Background: an optimization exercise with open tools, aiming at small area, a short achievable clock period and few clock cycles. Do not read the settings as production practice. In this exercise RTL edits were held to simulation tests only and were not proved equivalent to the original. Power is estimated from default activity; no workload was simulated.

rev 12:
==> flow/design.v (excerpt) <==
module prng_sampler (
    input  wire        clk,
    input  wire        rst,           
    input  wire        cmd_valid,
    output wire        cmd_ready,
    input  wire [2:0]  cmd_op,
    input  wire [1:0]  cmd_gen,
    input  wire [31:0] cmd_a,
    input  wire [31:0] cmd_b,
    output wire        rsp_valid,
    output wire [31:0] rsp_data,
    output wire [1:0]  rsp_status
);
    parameter K  = 3;                       
    parameter KS = 4;                       
    localparam NSC = 16 / KS;               
    localparam OP_SET = 3'd0, OP_GET = 3'd1, OP_NEXT = 3'd2, OP_UNIFORM = 3'd3;
    localparam G_XS = 2'd0, G_MINSTD = 2'd1, G_MARS = 2'd2, G_SHIFT = 2'd3;
    localparam ST_OK = 2'd0, ST_PARAM = 2'd1, ST_BAD = 2'd2;
    localparam M_NONE = 2'd0, M_DIV = 2'd1, M_CHK = 2'd2;
    reg [31:0] xs_state, minstd_state, mars_state;
    reg [4:0]  sh_a, sh_b, sh_c;
    reg        vld_r;
    reg [2:0]  op_r;
    reg [1:0]  gen_r;
    reg [31:0] a_r, b_r;
    reg [1:0]  mode;
    reg        phase_t;      
    reg [1:0]  g;
    reg [31:0] lower;
    reg [31:0] rem;
    reg [31:0] dv;           
    reg [31:0] d0;           
    reg [4:0]  s0;           
    reg [5:0]  rs;           
    reg        qf;           
    reg        sm;           
  ...
Size in the first run: roughly 6400 cells after synthesis, about 360 flip-flops, roughly 51000 um^2 of cells after synthesis.
clock: 17.0 ns
lec_check: 0
cap_margin: 20
core_margin: 2
core_utilization: 40
place_density: 0.6
setup_slack_margin: 5
slew_margin: 20
run.sh (not shown) runs the stock make flow with config.mk's settings and CLKGATE_MAP_FILE= SYNTH_SCRIPT=/design/flow/synth_recipe.tcl, a recipe that flattens the netlist after the stock synthesis.
Testbench counts of rev 12, summed over its fixed seeds: cycles 14,988.
Here is what was changed in the inputs of rev 13 compared with rev 12.
--- a/flow/design.v
+++ b/flow/design.v
@@ -102,24 +102,20 @@
     wire [1:0]  dsel   = (mode == M_NONE) ? gen_r : g;
     wire        sel_m  = (dsel == G_MINSTD);
     wire [31:0] lcg_x  = sel_m ? minstd_state : mars_state;
     wire [31:0] lcg_nx = lcg_step(lcg_x, sel_m);
     wire [31:0] shift_word = {11'd0, sh_c, 3'd0, sh_b, 3'd0, sh_a};
     wire [32:0] diff   = {1'b0, b_r} - {1'b0, a_r};
     wire [31:0] range  = diff[31:0];
     wire        a_gt_b = diff[32];
     wire        r_zero = (range == 32'd0);
-    wire [31:0] sm1 = range | (range >> 1);
-    wire [31:0] sm2 = sm1 | (sm1 >> 2);
-    wire [31:0] sm3 = sm2 | (sm2 >> 4);
-    wire [31:0] sm4 = sm3 | (sm3 >> 8);
-    wire [31:0] rm1 = (sm4 | (sm4 >> 16)) >> 1;
-    wire        pow2 = ((range & rm1) == 32'd0);      
+    wire [31:0] rm1    = b_r + ~a_r;                  
+    wire        pow2   = ((range & rm1) == 32'd0);    
     wire is_set  = (op_r == OP_SET);
     wire is_get  = (op_r == OP_GET);
     wire is_next = (op_r == OP_NEXT) && (gen_r != G_SHIFT);
     wire is_uni  = (op_r == OP_UNIFORM) && (gen_r != G_SHIFT);
     wire uni_go  = is_uni && !a_gt_b && !r_zero;
     reg [31:0] nrm;
     reg [4:0]  nsh;
     always @(*) begin
         nrm = range;
@@ -172,19 +168,19 @@
     always @(*) begin
         case (dsel)
             G_XS:     d_state = xs_state;
             G_MINSTD: d_state = minstd_state;
             G_MARS:   d_state = mars_state;
             default:  d_state = shift_word;
         endcase
     end
     wire [31:0] d_nx = (dsel == G_XS) ? xs_nx : lcg_nx;
-    wire chk_acc = !(rem >= dv);
+    wire chk_acc = (d_state > rem) || (d0 == 32'h8000_0000);
     wire any_draw = (ex && (is_next || uni_go)) || ((mode == M_CHK) && !chk_acc);
     wire draw_xs  = any_draw && (dsel == G_XS);
     wire draw_ms  = any_draw && (dsel == G_MINSTD);
     wire draw_mr  = any_draw && (dsel == G_MARS);
     wire ex_set   = ex && is_set;
     always @(posedge clk) begin
         if (cmd_ready) begin
             op_r  <= cmd_op;
             gen_r <= cmd_gen;
@@ -262,19 +258,18 @@
                     rem  <= div_last ? {24'd0, sr[KS]} : (rem << (2*KS));
                 end else begin
                     rem <= rq[K];
                     dv  <= dv >> K;
                     rs  <= rs - K;
                 end
                 qf  <= qf_nx;
                 if (div_last) begin
                     if (phase_t) begin
-                        dv   <= d_state;
                         mode <= M_CHK;
                     end else if (qf_nx) begin
                         mode <= M_NONE;
                         pv   <= 1'b1;
                         padd <= 1'b1;
                         pst  <= ST_OK;
                     end else begin
                         rem     <= sm ? 32'hFFFF_FFFF : ~d0;
                         dv      <= d0;
Findings:
- Relative to rev 12, normalized max-slew margin has increased by 6.0 points in rev 13.
- From rev 12 to rev 13 the numbers moved as follows: peak clock frequency supported by timing comparable, total power increased by about 90% relative to the old numbers, synthesized area held.
- Rev 13 vs. rev 12: combinational cell fraction of total power moved up, die height level, number of antenna diodes level, per-instance average area after synthesis moved down, global-route wire length before repair moved down.
- Rev 12 and rev 13 ended up with roughly the same area of the die.
- The clock power on rev 12 is in line with that on rev 13.
- Diff rev 12 and rev 13: met3 routing resource usage after global routing lower in rev 13
- Across rev 12 and rev 13, the outcome is the same: a clean finish for every run.
Testbench counts of rev 13, summed over its fixed seeds: cycles 14,988.

Setup of lane 1:
The RTL this note starts from:
==> flow/design.v <==
module prng_sampler (
    input  wire        clk,
    input  wire        rst,           
    input  wire        cmd_valid,
    output wire        cmd_ready,
    input  wire [2:0]  cmd_op,
    input  wire [1:0]  cmd_gen,
    input  wire [31:0] cmd_a,
    input  wire [31:0] cmd_b,
    output wire        rsp_valid,
    output wire [31:0] rsp_data,
    output wire [1:0]  rsp_status
);
    parameter K  = 3;                       
    parameter KS = 4;                       
    localparam NSC = 16 / KS;               
    localparam OP_SET = 3'd0, OP_GET = 3'd1, OP_NEXT = 3'd2, OP_UNIFORM = 3'd3;
    localparam G_XS = 2'd0, G_MINSTD = 2'd1, G_MARS = 2'd2, G_SHIFT = 2'd3;
    localparam ST_OK = 2'd0, ST_PARAM = 2'd1, ST_BAD = 2'd2;
    localparam M_NONE = 2'd0, M_DIV = 2'd1, M_CHK = 2'd2;
    reg [31:0] xs_state, minstd_state, mars_state;
    reg [4:0]  sh_a, sh_b, sh_c;
    reg        vld_r;
    reg [2:0]  op_r;
    reg [1:0]  gen_r;
    reg [31:0] a_r, b_r;
    reg [1:0]  mode;
    reg        phase_t;      
    reg [1:0]  g;
    reg [31:0] lower;
    reg [31:0] rem;
    reg [31:0] dv;           
    reg [31:0] d0;           
    reg [4:0]  s0;           
    reg [5:0]  rs;           
    reg        qf;           
    reg        sm;           
    reg [7:0]  srem;         
    reg [7:0]  srng;         
    reg [9:0]  srng3;        
    reg        pv, padd;
    reg [1:0]  pst;
    wire ex = vld_r && (mode == M_NONE);
    assign rsp_valid  = pv;
    assign rsp_status = pst;
    assign rsp_data   = rem + (padd ? lower : 32'd0);
    assign cmd_ready = !vld_r || (mode == M_NONE);
    function [31:0] xs_step(input [31:0] s_in, input [4:0] a, input [4:0] b, input [4:0] c);
        reg [31:0] s;
        begin
            s = s_in;
            s = s ^ (s << a);
            s = s ^ (s >> b);
            s = s ^ (s << c);
            xs_step = s;
        end
    endfunction
    function [30:0] rl(input [30:0] x, input integer k);
        rl = (x << k) | (x >> (31 - k));
    endfunction
    function [61:0] csa(input [30:0] a, input [30:0] b, input [30:0] c);
        reg [30:0] s, m;
        begin
            s = a ^ b ^ c;
            m = (a & b) | (a & c) | (b & c);
            csa = {s, m[29:0], m[30]};
        end
    endfunction
    function [30:0] addm(input [30:0] a, input [30:0] b);
        reg [31:0] s0;
        reg [30:0] t;
        begin
            s0 = {1'b0, a} + {1'b0, b};
            t  = s0[30:0] + {30'd0, s0[31]};
            addm = (&t) ? 31'd0 : t;
        end
    endfunction
    function [31:0] lcg_step(input [31:0] x, input is_m);
        reg [30:0] xl, t0, t1, t2, t3, t4, t5, t6, t7;
        reg [61:0] c0, c1, c2, c3, c4, c5;
        begin
            xl = x[30:0];
            t0 = rl(xl, 16);
            t1 = rl(xl, 4);
            t2 = xl ^ {31{is_m}};
            t3 = is_m ? ~rl(xl, 14) : rl(xl, 12);
            t4 = is_m ? ~rl(xl, 10) : ~rl(xl, 9);
            t5 = is_m ? rl(xl, 7) : ~rl(xl, 6);
            t6 = is_m ? 31'd0 : ~rl(xl, 2);
            t7 = is_m ? (x[31] ? 31'd48271 : 31'd0) : (x[31] ? 31'd431506 : 31'd362437);
            c0 = csa(t0, t1, t2);
            c1 = csa(t3, t4, t5);
            c2 = csa(t6, t7, c0[61:31]);
            c3 = csa(c0[30:0], c1[61:31], c1[30:0]);
            c4 = csa(c2[61:31], c2[30:0], c3[61:31]);
            c5 = csa(c3[30:0], c4[61:31], c4[30:0]);
            lcg_step = {1'b0, addm(c5[61:31], c5[30:0])};
        end
    endfunction
    wire [31:0] xs_nx     = xs_step(xs_state, sh_a, sh_b, sh_c);
    wire [1:0]  dsel   = (mode == M_NONE) ? gen_r : g;
    wire        sel_m  = (dsel == G_MINSTD);
    wire [31:0] lcg_x  = sel_m ? minstd_state : mars_state;
    wire [31:0] lcg_nx = lcg_step(lcg_x, sel_m);
    wire [31:0] shift_word = {11'd0, sh_c, 3'd0, sh_b, 3'd0, sh_a};
    wire [32:0] diff   = {1'b0, b_r} - {1'b0, a_r};
    wire [31:0] range  = diff[31:0];
    wire        a_gt_b = diff[32];
    wire        r_zero = (range == 32'd0);
    wire [31:0] sm1 = range | (range >> 1);
    wire [31:0] sm2 = sm1 | (sm1 >> 2);
    wire [31:0] sm3 = sm2 | (sm2 >> 4);
    wire [31:0] sm4 = sm3 | (sm3 >> 8);
    wire [31:0] rm1 = (sm4 | (sm4 >> 16)) >> 1;
    wire        pow2 = ((range & rm1) == 32'd0);      
    wire is_set  = (op_r == OP_SET);
    wire is_get  = (op_r == OP_GET);
    wire is_next = (op_r == OP_NEXT) && (gen_r != G_SHIFT);
    wire is_uni  = (op_r == OP_UNIFORM) && (gen_r != G_SHIFT);
    wire uni_go  = is_uni && !a_gt_b && !r_zero;
    reg [31:0] nrm;
    reg [4:0]  nsh;
    always @(*) begin
        nrm = range;
        nsh = 5'd0;
        if (nrm[31:16] == 16'd0) begin nrm = nrm << 16; nsh[4] = 1'b1; end
        if (nrm[31:24] == 8'd0)  begin nrm = nrm << 8;  nsh[3] = 1'b1; end
        if (nrm[31:28] == 4'd0)  begin nrm = nrm << 4;  nsh[2] = 1'b1; end
        if (nrm[31:30] == 2'd0)  begin nrm = nrm << 2;  nsh[1] = 1'b1; end
        if (nrm[31] == 1'b0)     begin nrm = nrm << 1;  nsh[0] = 1'b1; end
    end
    reg [31:0] rq [0:K];
    reg        sub_any;
    integer i;
    always @(*) begin
        rq[0] = rem;
        sub_any = 1'b0;
        for (i = 0; i < K; i = i + 1) begin
            if ((rs > i) && (rq[i] >= (dv >> i))) begin
                rq[i+1] = rq[i] - (dv >> i);
                sub_any = 1'b1;
            end else begin
                rq[i+1] = rq[i];
            end
        end
    end
    reg [9:0]  st [0:KS];
    reg [7:0]  sr [0:KS];
    reg [10:0] sd1, sd2, sd3;
    reg        ssub_any;
    integer j;
    always @(*) begin
        sr[0] = srem;
        ssub_any = 1'b0;
        for (j = 0; j < KS; j = j + 1) begin
            st[j] = {sr[j], rem[31-2*j], rem[30-2*j]};
            sd1 = {1'b0, st[j]} - {3'b0, srng};
            sd2 = {1'b0, st[j]} - {2'b0, srng, 1'b0};
            sd3 = {1'b0, st[j]} - {1'b0, srng3};
            if (!sd3[10])      sr[j+1] = sd3[7:0];
            else if (!sd2[10]) sr[j+1] = sd2[7:0];
            else if (!sd1[10]) sr[j+1] = sd1[7:0];
            else               sr[j+1] = st[j][7:0];
            if (!sd1[10]) ssub_any = 1'b1;
        end
    end
    wire small_rng = (range[31:8] == 24'd0);
    wire div_last = sm ? (rs == 6'd1) : (rs <= K);
    wire qf_nx    = qf | (sm ? ssub_any : sub_any);
    reg [31:0] d_state;
    always @(*) begin
        case (dsel)
            G_XS:     d_state = xs_state;
            G_MINSTD: d_state = minstd_state;
            G_MARS:   d_state = mars_state;
            default:  d_state = shift_word;
        endcase
    end
    wire [31:0] d_nx = (dsel == G_XS) ? xs_nx : lcg_nx;
    wire chk_acc = !(rem >= dv);
    wire any_draw = (ex && (is_next || uni_go)) || ((mode == M_CHK) && !chk_acc);
    wire draw_xs  = any_draw && (dsel == G_XS);
    wire draw_ms  = any_draw && (dsel == G_MINSTD);
    wire draw_mr  = any_draw && (dsel == G_MARS);
    wire ex_set   = ex && is_set;
    always @(posedge clk) begin
        if (cmd_ready) begin
            op_r  <= cmd_op;
            gen_r <= cmd_gen;
            a_r   <= cmd_a;
            b_r   <= cmd_b;
        end
        if (rst) begin
            xs_state     <= 32'd0;
            minstd_state <= 32'd0;
            mars_state   <= 32'd0;
            sh_a         <= 5'd1;
            sh_b         <= 5'd3;
            sh_c         <= 5'd10;
            vld_r        <= 1'b0;
            mode         <= M_NONE;
            pv           <= 1'b0;
        end else begin
            pv        <= 1'b0;
            if (cmd_ready) vld_r <= cmd_valid;
            if (draw_xs)                               xs_state <= xs_nx;
            else if (ex_set && gen_r == G_XS)          xs_state <= a_r;
            if (draw_ms)                               minstd_state <= lcg_nx;
            else if (ex_set && gen_r == G_MINSTD)      minstd_state <= a_r;
            if (draw_mr)                               mars_state <= lcg_nx;
            else if (ex_set && gen_r == G_MARS)        mars_state <= a_r;
            if (ex_set && gen_r == G_SHIFT) begin
                sh_a <= a_r[4:0];
                sh_b <= a_r[12:8];
                sh_c <= a_r[20:16];
            end
            if (ex) begin
                pst  <= ST_OK;
                padd <= 1'b0;
                pv   <= 1'b1;
                rem  <= 32'd0;
                case (op_r)
                OP_SET: ;
                OP_GET:  rem <= d_state;
                OP_NEXT: begin
                    if (gen_r == G_SHIFT) pst <= ST_BAD;
                    else rem <= d_nx;
                end
                OP_UNIFORM: begin
                    if (gen_r == G_SHIFT) pst <= ST_BAD;
                    else if (a_gt_b) pst <= ST_PARAM;
                    else if (r_zero) rem <= a_r;
                    else if (pow2) begin
                        rem     <= d_nx & rm1;
                        lower   <= a_r;
                        padd    <= 1'b1;
                    end else begin
                        pv      <= 1'b0;
                        rem     <= d_nx;
                        lower   <= a_r;
                        g       <= gen_r;
                        dv      <= nrm;
                        d0      <= nrm;
                        s0      <= nsh;
                        sm      <= small_rng;
                        srng    <= range[7:0];
                        srng3   <= {2'b0, range[7:0]} + {1'b0, range[7:0], 1'b0};
                        srem    <= 8'd0;
                        rs      <= small_rng ? NSC : {1'b0, nsh} + 6'd1;
                        qf      <= 1'b0;
                        phase_t <= 1'b0;
                        mode    <= M_DIV;
                    end
                end
                default: pst <= ST_BAD;
                endcase
            end else if (mode == M_DIV) begin
                if (sm) begin
                    srem <= sr[KS];
                    rs   <= rs - 6'd1;
                    rem  <= div_last ? {24'd0, sr[KS]} : (rem << (2*KS));
                end else begin
                    rem <= rq[K];
                    dv  <= dv >> K;
                    rs  <= rs - K;
                end
                qf  <= qf_nx;
                if (div_last) begin
                    if (phase_t) begin
                        dv   <= d_state;
                        mode <= M_CHK;
                    end else if (qf_nx) begin
                        mode <= M_NONE;
                        pv   <= 1'b1;
                        padd <= 1'b1;
                        pst  <= ST_OK;
                    end else begin
                        rem     <= sm ? 32'hFFFF_FFFF : ~d0;
                        dv      <= d0;
                        srem    <= 8'd0;
                        rs      <= sm ? NSC : {1'b0, s0} + 6'd1;
                        phase_t <= 1'b1;
                    end
                end
            end else if (mode == M_CHK) begin
                if (chk_acc) begin
                    rem  <= d_state;
                    mode <= M_NONE;
                    pv   <= 1'b1;
                    padd <= 1'b1;
                    pst  <= ST_OK;
                end else begin
                    rem     <= d_nx;
                    dv      <= d0;
                    srem    <= 8'd0;
                    rs      <= sm ? NSC : {1'b0, s0} + 6'd1;
                    qf      <= 1'b0;
                    phase_t <= 1'b0;
                    mode    <= M_DIV;
                end
            end
        end
    end
endmodule
export LEC_CHECK = 0
export CAP_MARGIN = 10
export CORE_MARGIN = 2
export CORE_UTILIZATION = 50
export PLACE_DENSITY = 0.6
export SETUP_SLACK_MARGIN = 5
export SLEW_MARGIN = 10
create_clock -name core_clock -period 17.0 [get_ports {clk}]
Testbench counts of lane 1, summed over its fixed seeds: cycles 14,988.
Input-level comparison between lane 2 and lane 1:
--- a/flow/design.v
+++ b/flow/design.v
@@ -68,9 +68,10 @@
     endfunction
     function [30:0] addm(input [30:0] a, input [30:0] b);
-        reg [31:0] s0;
+        reg [31:0] s0, s1;
         reg [30:0] t;
         begin
             s0 = {1'b0, a} + {1'b0, b};
-            t  = s0[30:0] + {30'd0, s0[31]};
+            s1 = {1'b0, a} + {1'b0, b} + 32'd1;
+            t  = s0[31] ? s1[30:0] : s0[30:0];
             addm = (&t) ? 31'd0 : t;
         end
@@ -108,10 +109,6 @@
     wire        a_gt_b = diff[32];
     wire        r_zero = (range == 32'd0);
-    wire [31:0] sm1 = range | (range >> 1);
-    wire [31:0] sm2 = sm1 | (sm1 >> 2);
-    wire [31:0] sm3 = sm2 | (sm2 >> 4);
-    wire [31:0] sm4 = sm3 | (sm3 >> 8);
-    wire [31:0] rm1 = (sm4 | (sm4 >> 16)) >> 1;
-    wire        pow2 = ((range & rm1) == 32'd0);      
+    wire [31:0] rm1    = b_r + ~a_r;                  
+    wire        pow2   = ((range & rm1) == 32'd0);    
     wire is_set  = (op_r == OP_SET);
     wire is_get  = (op_r == OP_GET);
@@ -178,5 +175,5 @@
     end
     wire [31:0] d_nx = (dsel == G_XS) ? xs_nx : lcg_nx;
-    wire chk_acc = !(rem >= dv);
+    wire chk_acc = (d_state > rem) || (d0 == 32'h8000_0000);
     wire any_draw = (ex && (is_next || uni_go)) || ((mode == M_CHK) && !chk_acc);
     wire draw_xs  = any_draw && (dsel == G_XS);
@@ -268,5 +265,4 @@
                 if (div_last) begin
                     if (phase_t) begin
-                        dv   <= d_state;
                         mode <= M_CHK;
                     end else if (qf_nx) begin
==> comparison <==
| design area | lane 2 vs lane 1 | about 3.6% lower |
From lane 2 to lane 1, final count of pins violating max slew did not move at all.
Between lane 2 and lane 1, the register area figures differ only marginally.
Net switching power of the design (lane 2 over lane 1): increase, about 90%
Between lane 2 and lane 1, minimum clock period is lower for lane 1, lane 2 comes in above that.
Testbench counts of lane 2, summed over its fixed seeds: cycles 14,988.

afterwards: timing with drivers on the ports:
In the flow no input, the clock included, has a driving cell. The finished layouts below were timed again as built, in two steps. Step 1 (the two cells are an assumption about what drives the block):
set clk [get_ports {clk}]
set_driving_cell -lib_cell sky130_fd_sc_hd__clkbuf_16 $clk
set_driving_cell -lib_cell sky130_fd_sc_hd__buf_2 [delete_from_list [all_inputs] $clk]
Step 2, shift: input delay + t, output delay - t, t = (earliest + latest rising clock arrival at the registers) / 2. This alone moves slack from input paths to output paths. Slacks: ideal ports / drivers / drivers and shift; pairs: ideal ports / drivers.
| run | shift t [ns] | setup slack, ns | worst setup path at the end | pins driven straight from the clock port |
|---|---|---|---|---|
| rev 12 | 0.721 | 5.368 / 5.368 / 5.368 | register to register | 1 |
| rev 13 | 0.706 | 5.400 / 5.400 / 5.400 | register to register | 1 |
| lane 1 | 0.708 | 5.508 / 5.508 / 5.508 | register to register | 1 |
| lane 2 | 0.697 | 5.475 / 5.475 / 5.475 | register to register | 1 |
After both steps setup and hold are still met in every run listed.
